Background: an optimization exercise with open tools, aiming at small area. Do not read the settings as production practice. Function was checked by simulation only, so behaviour that the tests miss may differ from the original. Power and IR drop assume default switching activity.

### flow/flow/run.sh
#!/bin/bash
# Layout flow: the standard flow (standard.sh) with three changes.
#  1. Synthesis: the standard synthesis script, but ORFS's scripts are
#     taken from a copy in which the adder extraction (extract_fa and the
#     adder techmap) and the Kogge-Stone carry-lookahead map are left out,
#     and ABC maps with flow/abc_area.script. Registers are untouched:
#     they are mapped by the same dfflibmap before ABC runs.
#  2. Port buffers use sky130_fd_sc_hd__buf_1.
#  3. The clock tree is built from clkbuf_8 without dummy loads.
# Each step's output goes to a log file of its own in this folder.
set -euo pipefail
here=$(pwd)
rm -rf "$here/scripts_mod"
cp -r "$FLOW_HOME/scripts" "$here/scripts_mod"
cp "$here/flow/abc_area.script" "$here/scripts_mod/abc_area.script"
cp "$here/flow/abc_area.script" "$here/scripts_mod/abc_speed.script"
sed -i 's|"-extra-map $::env(FLOW_HOME)/platforms/common/lcu_kogge_stone.v"|""|' "$here/scripts_mod/synth.tcl"
sed -i 's|^\(\s*\)extract_fa |\1#extract_fa |; s|^\(\s*\)techmap -map $::env(ADDER_MAP_FILE)|\1#techmap -map $::env(ADDER_MAP_FILE)|' "$here/scripts_mod/synth.tcl"
grep -q '#extract_fa' "$here/scripts_mod/synth.tcl"
SCRIPTS_DIR="$here/scripts_mod" bash standard.sh synth > "$here/log_synth.txt" 2>&1
export BUFFER_PORTS_ARGS="-buffer_cell sky130_fd_sc_hd__buf_1"
export CTS_ARGS="-sink_clustering_enable -repair_clock_nets -buf_list sky130_fd_sc_hd__clkbuf_8 -dont_use_dummy_load"
bash standard.sh > "$here/log_layout.txt" 2>&1
### flow/flow/abc_area.script
strash
&get -n
&fraig -x
&put
scorr
dc2
strash
&get -n
&deepsyn -T 30
&put
strash
&get -n
&dch -f
&nf -R 1000
&put
topo
### flow/standard.sh
#!/bin/bash
# synth_recipe.tcl (not shown) runs the flow's synth.tcl, then flattens the netlist and writes it again
# the make line also repeats each setting of config.mk as NAME=value (left out here)
make -C /OpenROAD-flow-scripts/flow DESIGN_CONFIG=/design/flow/config.mk WORK_HOME=/design/flow/orfs CLKGATE_MAP_FILE= SYNTH_SCRIPT=/design/flow/synth_recipe.tcl "${@:-finish}"
### flow/config.mk
export PLATFORM = sky130hd
export DESIGN_NAME = pelcod_packer
export DESIGN_NICKNAME = pelcod_packer
export VERILOG_FILES = /design/flow/design.v
export SDC_FILE = /design/flow/constraint.sdc
export NUM_CORES = 4
export LEC_CHECK = 0
export ABC_AREA = 1
export CAP_MARGIN = 20
export CORE_MARGIN = 2
export CORE_UTILIZATION = 50
export SLEW_MARGIN = 20
### flow/constraint.sdc
create_clock -name core_clock -period 25.0 [get_ports {clk}]
set_input_delay 5.0000 -clock core_clock [delete_from_list [all_inputs] [get_ports {clk}]]
set_output_delay 5.0000 -clock core_clock [all_outputs]
set_load 0.01 [all_outputs]
### flow/design.v
module pelcod_scaler (
    input  wire [1:0] t1,        
    input  wire [1:0] tz,        
    input  wire [1:0] t32,       
    input  wire [1:0] t64,       
    input  wire       zm,        
    input  wire       mk1,       
    input  wire [1:0] mk32,      
    input  wire       mk64,      
    input  wire       mkzn,      
    input  wire       neg,       
    input  wire [1:0] kd,        
    input  wire       ck,        
    input  wire [7:0] ckops,     
    input  wire [1:0] cy,        
    input  wire       odd,       
    input  wire       ph,        
    output wire [1:0] cy_n,
    output wire       ph_n,
    output wire [1:0] s,         
    output wire [1:0] u          
);
    wire [1:0] nn = {2{neg}};
    wire [1:0] o1 = ck ? ckops[7:6] : ((t1 & {2{mk1}}) ^ nn);
    wire [1:0] o2 = ck ? ckops[5:4] : zm ? ~(tz & {2{mkzn}}) : ((t32 & mk32) ^ nn);
    wire [1:0] o3 = ck ? ckops[3:2] : zm ? 2'b00             : ((t64 & {2{mk64}}) ^ nn);
    wire [1:0] o4 = ck ? ckops[1:0] : kd;
    wire [3:0] sum = {2'b00, o1} + {2'b00, o2} + {2'b00, o3} + {2'b00, o4} + {2'b00, cy};
    assign cy_n = sum[3:2];
    assign ph_n = sum[1];
    assign s    = sum[1:0];
    assign u    = odd ? {sum[0], ph} : sum[1:0];
endmodule
module pelcod_packer #(
    parameter RAW_MAX = 8
) (
    input  wire       clk,
    input  wire       rst,              
    input  wire [7:0] addr_i,           
    input  wire       sink_present_i,
    input  wire       cmd_valid,
    output wire       cmd_ready,
    input  wire [4:0] cmd_op,
    input  wire [31:0] cmd_arg,
    input  wire       raw_valid,
    output wire       raw_ready,
    input  wire [7:0] raw_data,
    input  wire       raw_last,
    input  wire       raw_none,
    output wire       snk_valid,
    input  wire       snk_ready,
    output wire [7:0] snk_data,
    output wire       snk_first,
    output wire       snk_last,
    output wire       snk_empty,
    input  wire       snk_done,
    input  wire       snk_fail,
    input  wire [7:0] snk_err,
    output wire       st_valid,
    output wire [2:0] st_code,
    output wire [7:0] st_err
);
    localparam [2:0] ST_OK          = 3'd0;
    localparam [2:0] ST_ILLEGAL_OP  = 3'd1;
    localparam [2:0] ST_ILLEGAL_ARG = 3'd2;
    localparam [2:0] ST_SINK_ABSENT = 3'd3;
    localparam [2:0] ST_SINK_FAIL   = 3'd4;
    localparam [2:0] S_IDLE = 3'd0;     
    localparam [2:0] S_RAW  = 3'd1;     
    localparam [2:0] S_SEND = 3'd2;     
    localparam [2:0] S_WAIT = 3'd3;     
    localparam [2:0] S_STAT = 3'd4;     
    localparam [2:0] K_0 = 3'd0, K_255 = 3'd1, K_35999 = 3'd2, K_65535 = 3'd3,
                     K_9000 = 3'd4, K_27000 = 3'd5;
    reg  [2:0]  state;
    reg  [7:0]  addr_q;
    reg  [63:0] B;
    reg  [4:0]  op_q;
    reg         first, empty;
    reg  [2:0]  ptr;                    
    reg  [1:0]  rs;                     
    reg  [3:0]  s;                      
    reg  [4:0]  X;                      
    reg         odd;
    reg  [1:0]  cy;
    reg         ph;
    reg  [2:0]  kc;                     
    wire cmd_fire = cmd_valid && cmd_ready;
    wire [2:0] ptr_dec = ptr - 3'd1;
    wire raw_fire = raw_valid && raw_ready;
    wire snk_fire = snk_valid && snk_ready;
    wire [7:0]  E   = cmd_arg[30:23];
    wire [22:0] F   = cmd_arg[22:0];
    wire        sg  = cmd_arg[31];
    wire        fnz = |F;
    wire        nan  = (&E) & fnz;
    wire        zero = ~(|E) & ~fnz;
    wire        fge  = F[22:18] >= 5'd13;           
    wire        ge360 = (E > 8'd135) | ((E == 8'd135) & (F >= 23'h33FF5D));
    wire        ge90  = (E > 8'd133) | ((E == 8'd133) & fge);
    wire        ge1   = E >= 8'd127;
    wire        tiny  = E < 8'd119;                 
    wire        tinyt = tiny | ((E == 8'd119) & (F <= 23'h23D70A));
    wire        tinyz = E < 8'd110;                 
    wire        hi8   = |cmd_arg[31:8];
    wire        hi16  = |cmd_arg[31:16];
    wire        gt35999 = hi16 | (cmd_arg[15:0] > 16'd35999);
    wire        is_float = (cmd_op == 5'h19) | (cmd_op == 5'h1A) | (cmd_op == 5'h1B);
    wire        illegal  = (cmd_op == 5'h0F) | (cmd_op >= 5'h1D);
    wire        is_raw   = (cmd_op == 5'h1C);
    reg         a_const, a_mul, a_zm, a_tpos, a_fix;
    reg  [2:0]  a_kc;
    always @(*) begin
        a_const = 1'b0;
        a_mul   = 1'b0;
        a_zm    = 1'b0;
        a_tpos  = 1'b0;
        a_fix   = 1'b0;
        a_kc    = K_0;
        case (cmd_op)
            5'h01, 5'h02, 5'h03, 5'h04, 5'h05, 5'h06, 5'h07, 5'h08: ;   
            5'h10, 5'h11, 5'h12: begin a_const = hi8;     a_kc = K_255;   end
            5'h13, 5'h14:        begin a_const = gt35999; a_kc = K_35999; end
            5'h15:               begin a_const = hi16;    a_kc = K_65535; end
            5'h19: begin
                if (sg | tiny)  a_const = 1'b1;
                else if (ge360) begin a_const = 1'b1; a_kc = K_35999; end
                else begin a_mul = 1'b1; a_fix = 1'b1; end
            end
            5'h1A: begin
                if (zero) a_const = 1'b1;
                else if (sg) begin
                    if (ge90)      begin a_const = 1'b1; a_kc = K_9000; end
                    else if (tiny) a_const = 1'b1;
                    else           a_mul = 1'b1;
                end else begin
                    if (ge90)      begin a_const = 1'b1; a_kc = K_27000; end
                    else if (tinyt) begin a_const = 1'b1; a_kc = K_35999; end
                    else begin a_mul = 1'b1; a_tpos = 1'b1; a_fix = 1'b1; end
                end
            end
            5'h1B: begin
                if (sg | tinyz) a_const = 1'b1;
                else if (ge1)   begin a_const = 1'b1; a_kc = K_65535; end
                else begin a_mul = 1'b1; a_zm = 1'b1; end
            end
            default: a_const = 1'b1;                                  
        endcase
    end
    wire frame  = (op_q != 5'h1C);
    wire is_fl  = (op_q[4:2] == 3'b110) & (op_q[1] | op_q[0]);      
    wire m_const = ~(kc[2] & kc[1]);
    wire kflag   = ~kc[0];
    wire m_mul  = is_fl & ~m_const;
    wire zm     = m_mul & op_q[1] & op_q[0];
    wire tpos   = m_mul & (op_q == 5'h1A) & kflag;
    wire sat6   = kflag;
    wire motion = (op_q >= 5'h01) & (op_q <= 5'h08);
    wire keep1  = (op_q == 5'h01) | (op_q == 5'h02) | ((op_q >= 5'h05) & (op_q <= 5'h08));
    wire keep2  = (op_q >= 5'h03) & (op_q <= 5'h08);
    wire [7:0] C1 = (op_q == 5'h0B) ? 8'h01 :
                    (op_q == 5'h0D) ? 8'h02 :
                    (op_q == 5'h0E) ? 8'h04 : 8'h00;
    wire [7:0] C2 = (op_q == 5'h01) ? 8'h04 :
                    (op_q == 5'h02) ? 8'h02 :
                    (op_q == 5'h03) ? 8'h08 :
                    (op_q == 5'h04) ? 8'h10 :
                    (op_q == 5'h05) ? 8'h0C :
                    (op_q == 5'h06) ? 8'h0A :
                    (op_q == 5'h07) ? 8'h14 :
                    (op_q == 5'h08) ? 8'h12 :
                    (op_q == 5'h09) ? 8'h20 :
                    (op_q == 5'h0A) ? 8'h40 :
                    (op_q == 5'h0C) ? 8'h80 :
                    (op_q == 5'h10) ? 8'h03 :
                    (op_q == 5'h11) ? 8'h05 :
                    (op_q == 5'h12) ? 8'h07 :
                    (op_q == 5'h13) ? 8'h4B :
                    (op_q == 5'h14) ? 8'h4D :
                    (op_q == 5'h15) ? 8'h4F :
                    (op_q == 5'h16) ? 8'h51 :
                    (op_q == 5'h17) ? 8'h53 :
                    (op_q == 5'h18) ? 8'h55 :
                    (op_q == 5'h19) ? 8'h4B :
                    (op_q == 5'h1A) ? 8'h4D :
                    (op_q == 5'h1B) ? 8'h4F : 8'h00;
    wire [7:0] c12 = C1 | C2;                       
    wire xhi  = X[4];                               
    wire emit = xhi & ~X[3];
    wire d1ph = xhi & ~X[3] & X[2];
    wire ckph = xhi & X[3] & ~X[2];
    wire done = xhi & X[3] & X[2];
    wire comp = (state == S_SEND) & frame & ~done;
    wire [2:0] d = X[2:0];                          
    wire [1:0] t = d[1:0];
    wire [1:0] rnd = (X == 5'd15) ? (odd ? 2'b01 : 2'b10) : 2'b00;
    wire [17:0] k36  = {2'b00, 16'd36000};
    wire [1:0]  k36d = k36[{d, 1'b0} +: 2];
    wire [1:0]  wdig = odd ? k36[{d, 1'b0} + 5'd1 +: 2] : k36d;
    wire [1:0]  kd   = ~tpos ? rnd :
                       emit ? wdig : rnd;
    wire [1:0] cy_n, u_mul, ssum;
    wire       ph_n;
    pelcod_scaler u_scaler (
        .t1    (B[7:6]),
        .tz    (B[23:22]),
        .t32   (B[4:3]),
        .t64   (B[3:2]),
        .zm    (zm),
        .mk1   (~(s[3] & s[2])),                              
        .mk32  ({~(s[3] & s[2] & (s[1] | s[0])),              
                 ~(s[3] & s[2] & s[1])}),                      
        .mk64  (~(s[3] & s[2] & s[1])),
        .mkzn  (~(s[3] | s[2])),
        .neg   (tpos),
        .kd    (kd),
        .ck    (ckph),
        .ckops ({addr_q[{t, 1'b0} +: 2], c12[{t, 1'b0} +: 2], B[57:56], B[49:48]}),
        .cy    (cy),
        .odd   (odd),
        .ph    (ph),
        .cy_n  (cy_n),
        .ph_n  (ph_n),
        .s     (ssum),
        .u     (u_mul)
    );
    wire [15:0] kval = (kc == K_255)   ? 16'd255 :
                       (kc == K_35999) ? 16'd35999 :
                       (kc == K_65535) ? 16'd65535 :
                       (kc == K_9000)  ? 16'd9000 :
                       (kc == K_27000) ? 16'd27000 : 16'd0;
    wire [1:0] kdig  = kval[{d, 1'b0} +: 2];
    wire [1:0] s6dig = (d >= 3'd3) ? 2'b00 : (B[7:6] | {2{sat6}});
    wire [1:0] u = m_const ? kdig :
                   motion  ? s6dig :
                   m_mul   ? u_mul : B[7:6];
    wire s_ge4    = s[3] | s[2];
    wire dready   = s_ge4 | (first & (ptr[0] | empty));
    wire hdr      = frame & (~ptr[2] | (ptr == 3'd4));       
    wire rotating = (state == S_SEND) & ~hdr & (~frame | done) & ~dready;
    wire [1:0] top_in = rotating ? B[1:0] : d1ph ? (B[57:56] & {2{~motion | keep2}}) :
                        ckph ? ssum : u;
    wire [1:0] in55   = (comp & d1ph) ? (motion ? (B[57:56] & {2{keep1}}) : u) :
                        B[57:56];
    wire s_ge3  = s[3] | s[2] | (s[1] & s[0]);
    wire raw_ld = raw_fire & ~raw_none;
    wire raw_sh = (state == S_RAW) & ~raw_fire & ~s_ge3;
    wire sh_top = raw_sh | comp | rotating;         
    wire sh_low = raw_sh | comp | rotating | raw_ld;
    wire ld8    = raw_ld | ((state == S_WAIT) & snk_done);
    always @(posedge clk) begin
        if (ld8)
            B[63:56] <= (state == S_RAW) ? raw_data : snk_err;
        else if (sh_top)
            B[63:56] <= {top_in, B[63:58]};
        if (cmd_fire)
            B[29:2] <= {1'b1, cmd_arg[22:0], 4'b0000};
        else if (sh_low)
            B[29:2] <= B[31:4];
        if (sh_low)
            B[1:0] <= B[3:2];
        if (sh_low)
            B[55:30] <= {in55, B[55:32]};
    end
    always @(posedge clk) begin
        if (cmd_fire) begin
            op_q    <= cmd_op;
            first   <= 1'b1;
            empty   <= 1'b0;
            ptr     <= is_raw ? 3'd0 : 3'd1;
            rs      <= 2'b10;                   
            s       <= is_raw ? 4'd3 : 4'd0;
            X       <= a_mul ? E[5:1] + (a_zm ? 5'd13 : 5'd6) : 5'd16;
            odd     <= a_mul & E[0];
            cy      <= a_tpos ? 2'b11 : {1'b0, a_zm & ~(|cmd_arg[15:0])};    
            kc      <= illegal                      ? ST_ILLEGAL_OP :
                       (is_float & nan)             ? ST_ILLEGAL_ARG :
                       (~is_raw & ~sink_present_i)  ? ST_SINK_ABSENT :
                       a_const ? a_kc : {2'b11, ~(a_tpos | (|cmd_arg[7:6] & ~is_float))};
        end else begin
            if (raw_fire) begin
                kc    <= ST_SINK_ABSENT;               
                s     <= 4'd0;
                first <= 1'b1;
                empty <= raw_none;
                if (~raw_none)
                    ptr <= ptr_dec;
                rs <= ptr_dec[0] ? ptr_dec[2:1] : ptr_dec[2:1] - 2'd1;
            end else if (s != 4'd15)
                s <= s + 4'd1;
            if (snk_done && state == S_WAIT)
                kc <= snk_fail ? ST_SINK_FAIL : ST_OK;
            if (snk_fire) begin
                first <= 1'b0;
                ptr   <= ptr + 3'd1;
                if (~hdr)
                    s <= 4'd0;
            end
            if (comp) begin
                X  <= X + 5'd1;
                cy <= (d1ph & (&X[1:0])) ? 2'b00 : cy_n;    
                ph <= ph_n;
            end
        end
    end
    always @(posedge clk) begin
        if (rst) begin
            state  <= S_IDLE;
            addr_q <= addr_i;
        end else begin
            case (state)
                S_IDLE: begin
                    if (cmd_valid) begin
                        if (illegal) begin
                            state   <= S_STAT;
                        end else if (is_float & nan) begin
                            state   <= S_STAT;
                        end else if (is_raw) begin
                            state   <= S_RAW;
                        end else if (!sink_present_i) begin
                            state   <= S_STAT;
                        end else begin
                            state   <= S_SEND;
                        end
                    end
                end
                S_RAW: begin
                    if (raw_fire && (raw_none || raw_last)) begin
                        if (sink_present_i)
                            state <= S_SEND;
                        else begin
                            state   <= S_STAT;
                        end
                    end
                end
                S_SEND: begin
                    if (snk_fire && snk_last)
                        state <= S_WAIT;
                end
                S_WAIT: begin
                    if (snk_done) begin
                        state   <= S_STAT;
                    end
                end
                S_STAT: state <= S_IDLE;
                default: state <= S_IDLE;
            endcase
        end
    end
    wire sched = (ptr == 3'd1) ? (|X[4:2]) :
                 (ptr == 3'd2) ? (X[4] | (X[3] & X[2])) :
                 (ptr == 3'd3) ? X[4] : (X[4] & X[3]);
    reg [7:0] hbyte;
    always @(*) begin
        case (ptr[1:0])
            2'd1:    hbyte = 8'hFF;
            2'd2:    hbyte = addr_q;
            2'd3:    hbyte = C1;
            default: hbyte = C2;
        endcase
    end
    assign cmd_ready = (state == S_IDLE);
    assign raw_ready = (state == S_RAW) & s_ge3;
    assign st_valid  = (state == S_STAT);
    assign st_code   = kc;
    assign st_err    = B[63:56] & {8{kc[2]}};
    assign snk_valid = (state == S_SEND) & (hdr ? (sched | done) : ((~frame | done) & dready));
    assign snk_data  = hdr ? hbyte : B[{rs, 1'b1, 3'b000} +: 8];
    assign snk_first = first;
    assign snk_last  = empty | (~hdr & (ptr == 3'd7));
    assign snk_empty = empty;
endmodule
==> flow_summary_export.csv, run 1 <==
group,metric,value,unit
timing,setup_viol,0,
synthesis,yosys_warnings,1,
worst_setup_path,worst_setup_path_start_kind,"flip-flop",
timing,tightestPinTransition,1.12,ns
placement,dpl.hpwl,14300,um
timing,max_freq,119,MHz
placement,gp_congestion,0.965,
cts,h-tree-depth,3,
cts,clockBufferDepth,2,
drt,drt_wl_total,18300,um
min_path,min_path_type,"flip-flop to flip-flop",
cts,cts_hold_buf,0,
min_path,worstHoldEndpoint,"B[52]$_DFFE_PN_",
worst_setup_path,critPathMaxFanout,10,
worst_setup_path,reg2reg_to,"B[21]$_DFFE_PP_",
synthesis,synth_xor_area_frac,0.0302,
synthesis,synth_top_cell_area_share,0.451,
synthesis,synth_top_area_cell,"edfxtp_1",
synthesis,synth_compound_area_frac,0.240,
timing,finalCritPeriodShare,0.337,
floorplan,initial_utilization,0.509,
placement,postPlaceCellArea,6350,um2
worst_setup_path,reg2reg_from,"ptr[1]$_SDFFCE_PP0P_",
layout,syn2layout_area_growth,11.7,%
flow_run,maxCapViolations,0,
grt,grt_first_pass_wirelength,28600,um
timing,rsz0062_at_grt,"no",
timing,clock_skew,0.0338,ns
synthesis,avgSynthCellArea,9.83,um2
floorplan,io_pins,97,
worst_setup_path,critPathCaptureType,"output port",
worst_setup_path,r2r_cells,11,
cts,postCtsSetupRepairBufs,0,
timing,slew_violations,0,
drt,drt_iter0_drc,670,
timing,fin_hold_ws,0.409,ns
pwr,pwr_density_cell,135,nW/um2
timing,fin_ws,16.58,ns
cts,cts_root_buf,"clkbuf_8",
placement,place_ws,16.89,ns
grt,grt_use_total,0.297,
drt,remaining_drc_errors,0,
cts,clock_sinks,103,
synthesis,syn_area,5790,um2
synthesis,post_synth_fa_ha_maj_area_fraction,0.00173,
pwr,power,874,uW
pwr,irDropWorstVdd,78.1,uV
worst_setup_path,worstSetupPathType,"flip-flop to output port",
grt,antenna_found_initial,0,
synthesis,synthCells,589,
synthesis,ys_ff_latch,103,
synthesis,synth_top_family_by_area,"compound AO/OA/AOI/OAI gates",
synthesis,yosysSeqAreaShare,0.506,
timing,finalHoldViolations,0,
worst_setup_path,worst_ep_required_time,20.00,ns
cts,post_cts_resized,0,
layout,num_antenna_cells,0,
min_path,worstHoldPathCells,0,
timing,final.min_clock_period,8.42,ns
grt,grt_max_degree,59,
drt,dr.pass1.iters,9,
timing,relSlewSlack,0.243,
floorplan,row_count,39,
worst_setup_path,cp.arrival,3.42,ns
drt,drt-vias-per-instance,6.68,
timing,tns,0,ns
grt,grt_pass1_vias,5271,
cts,cts_tree,"built",
floorplan,die_w,112,um
layout,drive_above_1_share,0.0172,
cts,clk_pin_slew,0.09,ns
min_path,hp-start,"B[54]$_DFFE_PN_",
drt,drtAntennaViolNets,0,
floorplan,core_area,11400,um2
synthesis,synthMostInstantiatedCell,"edfxtp_1",
synthesis,syn_nets,660,
synthesis,synth_edf_count,87,
cts,numCtsBuffers,9,
cts,insertion_delay,0.39,ns
synthesis,synthMuxAreaShare,0.00173,
layout,nets,769,
grt,grt_overflow,0,
synthesis,ys.flop_type,"edfxtp_1",
drt,wl_per_cell,21.9,um
pwr,leakagePower,2.10,nW
placement,portBuffers,96,
worst_setup_path,reg2reg_slack,19.53,ns
drt,vias,5608,
synthesis,yosys-top-cells-area,"edfxtp_1 45%, dfxtp_1 5.5%, a22o_1 4.7%, nand2_1 4.5%, a21oi_1 3.8%",
synthesis,yosys.area_share.simple,0.213,
run_status,status,"finished clean",
floorplan,dieHeight,112,um
synthesis,synth_commonest_cells,"87 x edfxtp_1, 69 x nand2_1, 56 x nor2_1",
synthesis,ys_types,54,
floorplan,dieArea,12500,um2
layout,design_area,6470,um2
synthesis,async_reset_ff_frac,0,
## final cells by class
type                       instances  area [um2]
clock buffer                       9         124
fill                            1066        4900
inverter                          11        41.3
multi-input combinational        475        2820
sequential                       103        2930
tap                              143         179
timing repair buffer              98         375
## where the power goes
| group | leakage (nW) | internal [mW] | total [mW] | switching [mW] |
|---|---|---|---|---|
| clock | 0.0647 | 0.0324 | 0.0822 | 0.0498 |
| combinational | 1.07 | 0.143 | 0.411 | 0.267 |
| sequential | 0.962 | 0.303 | 0.381 | 0.0778 |
| total | 2.10 | 0.479 | 0.874 | 0.395 |
## state kept, by name (all words and copies together), names as in the netlist, 3 cells and up
signal and count:
B 64, addr_q 8, X 5, op_q 5, s 4, kc 3, ptr 3, state 3
## metal layers
layer | share of wire | vias up | global-route usage | wire, um
met5 | 0 | - | 0 | 0
li1 | - | 2539 | - | -
met3 | 0.11 | 41 | 0.0827 | 1990
met4 | 0.037 | 0 | 0.139 | 678
met2 | 0.45 | 360 | 0.455 | 8180
met1 | 0.41 | 2668 | 0.394 | 7480
## cell usage in the layout, fill, tap and decap left out, types with 3 or more instances in the layout
| cell type | Yosys | final |
|---|---|---|
| o31ai_1 | 6 | 6 |
| and2_0 | 15 | 15 |
| xnor2_1 | 6 | 6 |
| a222oi_1 | 10 | 10 |
| o21a_1 | 3 | 3 |
| nand3_1 | 28 | 28 |
| and3_1 | 4 | 4 |
| a22o_1 | 31 | 31 |
| nand3b_1 | 4 | 4 |
| a31oi_1 | 8 | 8 |
| nor4_1 | 6 | 6 |
| a311oi_1 | 3 | 3 |
| or4_1 | 4 | 3 |
| buf_1 | 0 | 96 |
| a221oi_1 | 5 | 5 |
| a211oi_1 | 7 | 7 |
| nor3_1 | 13 | 13 |
| a21oi_1 | 44 | 44 |
| o22ai_1 | 4 | 4 |
| o21ai_0 | 44 | 44 |
| or2_0 | 6 | 6 |
| nand4_1 | 9 | 9 |
| edfxtp_1 | 87 | 87 |
| nor2_1 | 56 | 56 |
| o32ai_1 | 3 | 3 |
| dfxtp_1 | 16 | 16 |
| nand2b_1 | 12 | 12 |
| clkinv_1 | 11 | 11 |
| xor2_1 | 14 | 14 |
| clkbuf_8 | 0 | 9 |
| nand2_1 | 69 | 69 |
| o211ai_1 | 6 | 6 |
| nor3b_1 | 4 | 4 |
| nor2b_1 | 12 | 12 |
| a22oi_1 | 13 | 13 |
## critical path: stages (launching register included)
cell and delay [ns]:
edfxtp_1 0.54, or2_0 0.39, a22o_1 0.31, a211oi_1 0.52
nor2b_1 0.59, o21ai_0 0.18, nand2_1 0.12, and2_0 0.22
buf_1 0.17
## logic make-up after synthesis
family                   after synthesis
XOR/XNOR                              20
multiplexers                           1
adder cells (fa/ha/maj)                1
AND/OR/NAND/NOR                      250
buffers and inverters                 11
AO/OA/AOI/OAI                        203
flip-flops                           103
## stage by stage
| step | std cells | util |
|---|---|---|
| 3_3_place_gp | 830 | 0.558 |
| 4_1_cts | 839 | 0.569 |
| 3_5_place_dp | 830 | 0.558 |
| 6_report | 839 | 0.569 |
| 2_1_floorplan | 589 | - |
| 5_1_grt | 839 | 0.569 |
## how the worst max path moves through the flow
stage | from | endpoint | slack [ns]
2_1_floorplan | raw_valid | B[29]$_SDFFE_PP1N_ | 17.15
3_3_place_gp | raw_valid | B[14]$_DFFE_PP_ | 17.03
3_5_place_dp | raw_valid | B[15]$_DFFE_PP_ | 16.89
4_1_cts | ptr[1]$_SDFFCE_PP0P_ | snk_valid | 16.67
5_1_grt | op_q[3]$_DFFE_PP_ | snk_valid | 16.42
6_report | ptr[1]$_SDFFCE_PP0P_ | snk_valid | 16.58
==> run 2: changes to the inputs <==
--- a/flow/flow/run.sh
+++ b/flow/flow/run.sh
@@ -19,5 +19,5 @@
 grep -q '#extract_fa' "$here/scripts_mod/synth.tcl"
 SCRIPTS_DIR="$here/scripts_mod" bash standard.sh synth > "$here/log_synth.txt" 2>&1
 export BUFFER_PORTS_ARGS="-buffer_cell sky130_fd_sc_hd__buf_1"
-export CTS_ARGS="-sink_clustering_enable -repair_clock_nets -buf_list sky130_fd_sc_hd__clkbuf_8 -dont_use_dummy_load"
+export CTS_ARGS="-repair_clock_nets -buf_list sky130_fd_sc_hd__clkbuf_8 -dont_use_dummy_load"
 bash standard.sh > "$here/log_layout.txt" 2>&1
==> flow_summary_export.csv, run 2 <==
group,metric,value,unit
worst_setup_path,crit_family,"simple AND/OR/NAND/NOR gates",
synthesis,synth_commonest_cells,"87 x edfxtp_1, 69 x nand2_1, 56 x nor2_1",
layout,drive_above_1_share,0.0172,
layout,syn2layout_area_growth,11.7,%
layout,fill_cells,1066,
timing,finalHoldViolations,0,
cts,clock_sinks,103,
cts,postCtsSetupRepairBufs,0,
timing,rsz0062_at_grt,"no",
floorplan,die_w,112,um
min_path,min_path_type,"flip-flop to flip-flop",
floorplan,dieHeight,112,um
grt,grt_pass1_vias,5271,
drt,wl_per_cell,21.9,um
layout,stdcell_count,839,
worst_setup_path,r2r_cells,11,
placement,postPlaceCellArea,6350,um2
cts,post_cts_resized,0,
synthesis,ys_ff_latch,103,
worst_setup_path,crit_chain,"or2_0, a22o_1, a211oi_1, nor2b_1, o21ai_0, nand2_1, and2_0, buf_1",
drt,routed.top_layer,"met4",
placement,gp_congestion,0.965,
layout,regArea,2930,um2
layout,nets,769,
grt,grt_first_pass_wirelength,28600,um
timing,finalCritPeriodShare,0.337,
timing,tns,0,ns
synthesis,avgSynthCellArea,9.83,um2
worst_setup_path,crit_path_max_incr_delay,0.59,ns
floorplan,initial_utilization,0.509,
synthesis,syn_area,5790,um2
cts,clockBufferDepth,2,
cts,cts_hold_buf,0,
drt,drtAntennaViolNets,0,
drt,dr.pass1.iters,9,
floorplan,core_area,11400,um2
synthesis,synthMostInstantiatedCell,"edfxtp_1",
layout,design_area,6470,um2
layout,num_antenna_cells,0,
timing,clock_skew,0.0338,ns
placement,portBuffers,96,
cts,cts_root_buf,"clkbuf_8",
synthesis,synthCells,589,
grt,antenna_found_initial,0,
pwr,pwr_density_cell,135,nW/um2
timing,setup_viol,0,
worst_setup_path,critPathMaxFanout,10,
synthesis,syn_nets,660,
cts,insertion_delay,0.39,ns
drt,vias,5608,
worst_setup_path,critPathCaptureType,"output port",
drt,drt-vias-per-instance,6.68,
worst_setup_path,worst_setup_path_start_kind,"flip-flop",
synthesis,ys_types,54,
worst_setup_path,crit_cells,8,
worst_setup_path,worstSetupPathType,"flip-flop to output port",
timing,tightestPinTransition,1.12,ns
layout,utilization,0.569,
run_status,status,"finished clean",
timing,max_freq,119,MHz
grt,grt_overflow,0,
pwr,irDropWorstVdd,78.1,uV
floorplan,io_pins,97,
synthesis,synth_top_area_cell,"edfxtp_1",
drt,met2_length,8180,um
synthesis,async_reset_ff_frac,0,
placement,dp.cells,830,
pwr,leakagePower,2.10,nW
cts,numCtsBuffers,9,
synthesis,ys.flop_type,"edfxtp_1",
synthesis,synth_edf_count,87,
timing,final.min_clock_period,8.42,ns
synthesis,synth_top_cell_area_share,0.451,
drt,wl_met1,7480,um
grt,grt_use_total,0.297,
layout,top_register,"B",
timing,fin_hold_ws,0.409,ns
worst_setup_path,worst_ep_required_time,20.00,ns
drt,remaining_drc_errors,0,
timing,relSlewSlack,0.243,
drt,drt_iter0_drc,670,
layout,reg.largest.list,"B (64), addr_q (8)",
worst_setup_path,cp.arrival,3.42,ns
drt,drt_wl_total,18300,um
drt,wl_met3,1990,um
layout,final_common_cell,"buf_1",
placement,dpl.hpwl,14300,um
synthesis,yosys_warnings,1,
grt,grt_max_degree,59,
worst_setup_path,slowest_stage,"nor2b_1",
layout,largest_reg_flops,64,
layout,multi_input_area,2820,um2
flow_run,maxCapViolations,0,
worst_setup_path,crit_buf_inv,1,
floorplan,row_count,39,
synthesis,yosysSeqAreaShare,0.506,
floorplan,dieArea,12500,um2
cts,h-tree-depth,3,
cts,clk_pin_slew,0.09,ns
layout,mostFrequentLayoutCells,"96 x buf_1, 87 x edfxtp_1, 69 x nand2_1",
min_path,worstHoldPathCells,0,
timing,slew_violations,0,
synthesis,yosys-top-cells-area,"edfxtp_1 45%, dfxtp_1 5.5%, a22o_1 4.7%, nand2_1 4.5%, a21oi_1 3.8%",
cts,cts_tree,"built",
==> run 2: cell counts in the layout (fill, tap and decap cells not counted) <==
Identical to the previous run, type by type.
==> run 2: logic make-up (layout without fill, tap and decap cells) <==
kind of cell / Yosys count / after routing / synth area share
flip-flops: 103 / 103 / 0.506
AND/OR/NAND/NOR: 250 / 250 / 0.213
multiplexers: 1 / 1 / 0.00173
buffers and inverters: 11 / 118 / 0.00713
XOR/XNOR: 20 / 20 / 0.0302
adder cells (fa/ha/maj): 1 / 1 / 0.00173
AO/OA/AOI/OAI: 203 / 203 / 0.240
==> run 2: layout make-up <==
| class | count | area share |
|---|---|---|
| timing repair buffer | 98 | 0.0580 |
| sequential | 103 | 0.453 |
| tap | 143 | 0.0276 |
| clock buffer | 9 | 0.0191 |
| multi-input combinational | 475 | 0.436 |
| inverter | 11 | 0.00638 |
==> run 2: per-layer routing <==
| metal | track usage | vias to the layer above |
|---|---|---|
| li1 | - | 2539 |
| met1 | 0.394 | 2668 |
| met2 | 0.455 | 360 |
| met3 | 0.0827 | 41 |
| met4 | 0.139 | 0 |
| met5 | 0 | - |
==> run 2: where the power goes <==
| group | total, mW | internal, mW | switching [mW] |
|---|---|---|---|
| clock network | 0.0822 | 0.0324 | 0.0498 |
| logic | 0.411 | 0.143 | 0.267 |
| registers | 0.381 | 0.303 | 0.0778 |
| total | 0.874 | 0.479 | 0.395 |
==> run 2: final timing paths <==
check	from	endpoint	slack (ns)
worst max-delay path	ptr[1]$_SDFFCE_PP0P_	snk_valid	16.58
worst min-delay path	B[54]$_DFFE_PN_	B[52]$_DFFE_PN_	0.41
worst max register to register	ptr[1]$_SDFFCE_PP0P_	B[21]$_DFFE_PP_	19.53
worst min register to register	B[54]$_DFFE_PN_	B[52]$_DFFE_PN_	0.41
==> run 2: metrics by stage <==
stage	worst slack, ns	total power [mW]
6_report	16.58	0.874
3_5_place_dp	16.89	0.785
4_1_cts	16.67	0.868
3_3_place_gp	17.03	0.777
5_1_grt	16.42	0.934
2_1_floorplan	17.15	0.637
==> run 3: changes to the inputs <==
--- a/flow/flow/run.sh
+++ b/flow/flow/run.sh
@@ -19,5 +19,5 @@
 grep -q '#extract_fa' "$here/scripts_mod/synth.tcl"
 SCRIPTS_DIR="$here/scripts_mod" bash standard.sh synth > "$here/log_synth.txt" 2>&1
 export BUFFER_PORTS_ARGS="-buffer_cell sky130_fd_sc_hd__buf_1"
-export CTS_ARGS="-repair_clock_nets -buf_list sky130_fd_sc_hd__clkbuf_8 -dont_use_dummy_load"
+export CTS_ARGS="-sink_clustering_enable -repair_clock_nets -buf_list sky130_fd_sc_hd__clkbuf_4 -root_buf sky130_fd_sc_hd__clkbuf_8 -dont_use_dummy_load -sink_clustering_size 12 -sink_clustering_max_diameter 40"
 bash standard.sh > "$here/log_layout.txt" 2>&1
==> flow_summary_export.csv, run 3 <==
group,metric,value,unit
synthesis,yosysSeqAreaShare,0.506,
layout,drive_above_1_share,0.0172,
pwr,leakagePower,2.10,nW
grt,grt_pass1_vias,5271,
grt,top_usage_layer,"met2",
synthesis,syn_area,5790,um2
layout,final_common_cell,"buf_1",
pwr,power,874,uW
drt,drt-vias-per-instance,6.68,
timing,clock_skew,0.0338,ns
timing,rsz0062_at_grt,"no",
drt,wl_per_cell,21.9,um
worst_setup_path,r2r_cells,11,
timing,max_freq,119,MHz
cts,clock_sinks,103,
worst_setup_path,crit_path_max_incr_delay,0.59,ns
drt,remaining_drc_errors,0,
synthesis,ys.flop_type,"edfxtp_1",
grt,antenna_found_initial,0,
layout,utilization,0.569,
flow_run,maxCapViolations,0,
drt,vias,5608,
worst_setup_path,critPathCaptureType,"output port",
worst_setup_path,reg2reg_to,"B[21]$_DFFE_PP_",
synthesis,synthMostInstantiatedCell,"edfxtp_1",
timing,final.min_clock_period,8.42,ns
cts,clockBufferDepth,2,
grt,grtUsageMet1,0.394,
layout,stdcell_count,839,
floorplan,dieHeight,112,um
layout,design_area,6470,um2
layout,reg.largest.list,"B (64), addr_q (8)",
placement,dp.cells,830,
synthesis,syn_nets,660,
timing,finalHoldViolations,0,
worst_setup_path,slowest_stage,"nor2b_1",
cts,cts_tree,"built",
floorplan,dieArea,12500,um2
floorplan,initial_utilization,0.509,
placement,postPlaceCellArea,6350,um2
worst_setup_path,worst_setup_path_start_kind,"flip-flop",
grt,grt_overflow,0,
cts,clk_pin_slew,0.09,ns
worst_setup_path,cp.arrival,3.42,ns
floorplan,io_pins,97,
worst_setup_path,worst_ep_required_time,20.00,ns
floorplan,row_count,39,
placement,dpl.hpwl,14300,um
timing,tightestPinTransition,1.12,ns
placement,place_ws,16.89,ns
grt,grt_use_met3,0.0827,
grt,grt_max_degree,59,
drt,drt_wl_total,18300,um
cts,post_cts_resized,0,
timing,slew_violations,0,
timing,setup_viol,0,
grt,grt_use_total,0.297,
worst_setup_path,reg2reg_from,"ptr[1]$_SDFFCE_PP0P_",
synthesis,yosys_warnings,1,
worst_setup_path,reg2reg_slack,19.53,ns
layout,top_register,"B",
timing,fin_hold_ws,0.409,ns
cts,numCtsBuffers,9,
synthesis,avgSynthCellArea,9.83,um2
grt,met2_usage,0.455,
cts,cts_hold_buf,0,
worst_setup_path,critPathMaxFanout,10,
drt,drtAntennaViolNets,0,
drt,dr.pass1.iters,9,
min_path,worstHoldPathCells,0,
timing,finalCritPeriodShare,0.337,
min_path,hp-start,"B[54]$_DFFE_PN_",
cts,h-tree-depth,3,
synthesis,synthCells,589,
layout,num_antenna_cells,0,
min_path,min_path_type,"flip-flop to flip-flop",
cts,insertion_delay,0.39,ns
pwr,irDropWorstVdd,78.1,uV
floorplan,core_area,11400,um2
layout,syn2layout_area_growth,11.7,%
synthesis,synth_commonest_cells,"87 x edfxtp_1, 69 x nand2_1, 56 x nor2_1",
timing,relSlewSlack,0.243,
layout,fill_cells,1066,
synthesis,synth_top_area_cell,"edfxtp_1",
layout,largest_reg_flops,64,
floorplan,die_w,112,um
layout,nets,769,
layout,mostFrequentLayoutCells,"96 x buf_1, 87 x edfxtp_1, 69 x nand2_1",
worst_setup_path,worstSetupPathType,"flip-flop to output port",
grt,grt_first_pass_wirelength,28600,um
synthesis,ys_types,54,
placement,portBuffers,96,
worst_setup_path,crit_chain,"or2_0, a22o_1, a211oi_1, nor2b_1, o21ai_0, nand2_1, and2_0, buf_1",
synthesis,yosys-top-cells-area,"edfxtp_1 45%, dfxtp_1 5.5%, a22o_1 4.7%, nand2_1 4.5%, a21oi_1 3.8%",
synthesis,async_reset_ff_frac,0,
placement,gp_congestion,0.965,
run_status,status,"finished clean",
timing,tns,0,ns
synthesis,synth_top_cell_area_share,0.451,
cts,postCtsSetupRepairBufs,0,
synthesis,synth_edf_count,87,
min_path,worstHoldEndpoint,"B[52]$_DFFE_PN_",
synthesis,ys_ff_latch,103,
pwr,pwr_density_cell,135,nW/um2
timing,fin_ws,16.58,ns
drt,drt_iter0_drc,670,
cts,cts_root_buf,"clkbuf_8",
==> run 3: cell counts in the layout (fill, tap and decap cells not counted) <==
Identical to the previous run, type by type.
==> run 3: cell families after synthesis <==
group / share of synthesized area
XOR/XNOR: 0.0302
multiplexers: 0.00173
flip-flops: 0.506
AO/OA/AOI/OAI: 0.240
adder cells (fa/ha/maj): 0.00173
buffers and inverters: 0.00713
AND/OR/NAND/NOR: 0.213
==> run 3: worst max-delay path: cells and delay by family, from the launching register on <==
| family | cells | cell delay [ns] |
|---|---|---|
| compound gates | 3 | 1.01 |
| simple gates | 4 | 1.32 |
| buf+inv | 1 | 0.17 |
| flops | 1 | 0.54 |
==> run 3: report_power, final <==
| part | total [mW] | leakage (nW) | switching [mW] | internal [mW] |
|---|---|---|---|---|
| clock network | 0.0822 | 0.0647 | 0.0498 | 0.0324 |
| logic | 0.411 | 1.07 | 0.267 | 0.143 |
| registers | 0.381 | 0.962 | 0.0778 | 0.303 |
| total | 0.874 | 2.10 | 0.395 | 0.479 |
==> run 3: cell type report <==
cell class / count / area (um2) / area share
flip-flops and latches: 103 / 2930 / 0.453
well taps: 143 / 179 / 0.0276
repair buffers: 98 / 375 / 0.0580
multi-input cells: 475 / 2820 / 0.436
clock buffers: 9 / 124 / 0.0191
inverters: 11 / 41.3 / 0.00638
==> run 3: how the worst max path moves through the flow <==
stage | start | to | slack, ns | cells past startpoint
floorplan | raw_valid | B[29]$_SDFFE_PP1N_ | 17.15 | 6
global placement | raw_valid | B[14]$_DFFE_PP_ | 17.03 | 7
finish | ptr[1]$_SDFFCE_PP0P_ | snk_valid | 16.58 | 8
CTS | ptr[1]$_SDFFCE_PP0P_ | snk_valid | 16.67 | 8
detailed placement | raw_valid | B[15]$_DFFE_PP_ | 16.89 | 7
global route | op_q[3]$_DFFE_PP_ | snk_valid | 16.42 | 9
==> run 3: routing by layer <==
metal  part of all wire  vias up
li1                   -     2539
met1               0.41     2668
met2               0.45      360
met3               0.11       41
met4              0.037        0
met5                  0        -

==> separate check: timing with driven ports <==
In the flow no input, the clock included, has a driving cell. The finished layouts below were timed again as built, in two steps.
Step 1: set_driving_cell puts a clkbuf_16 on clk and a buf_2 on each other input, an assumption about the parent block.
Step 2 also shifts input and output timing later by t, the mid clock arrival at the registers, as if the neighbouring blocks saw the same clock.
a / b / c = ideal / step 1 / step 2; a / b = the first two.
| run | t (ns) | slack for setup (ns) | hold slack, ns | worst setup path at the end |
|---|---|---|---|---|
| run 1 | 0.413 | 16.576 / 16.538 / 16.841 | 0.409 / 0.409 / 0.409 | input to register |
| run 2 | 0.413 | 16.576 / 16.538 / 16.841 | 0.409 / 0.409 / 0.409 | input to register |
| run 3 | 0.413 | 16.576 / 16.538 / 16.841 | 0.409 / 0.409 / 0.409 | input to register |
After both steps setup and hold are still met in every run listed.
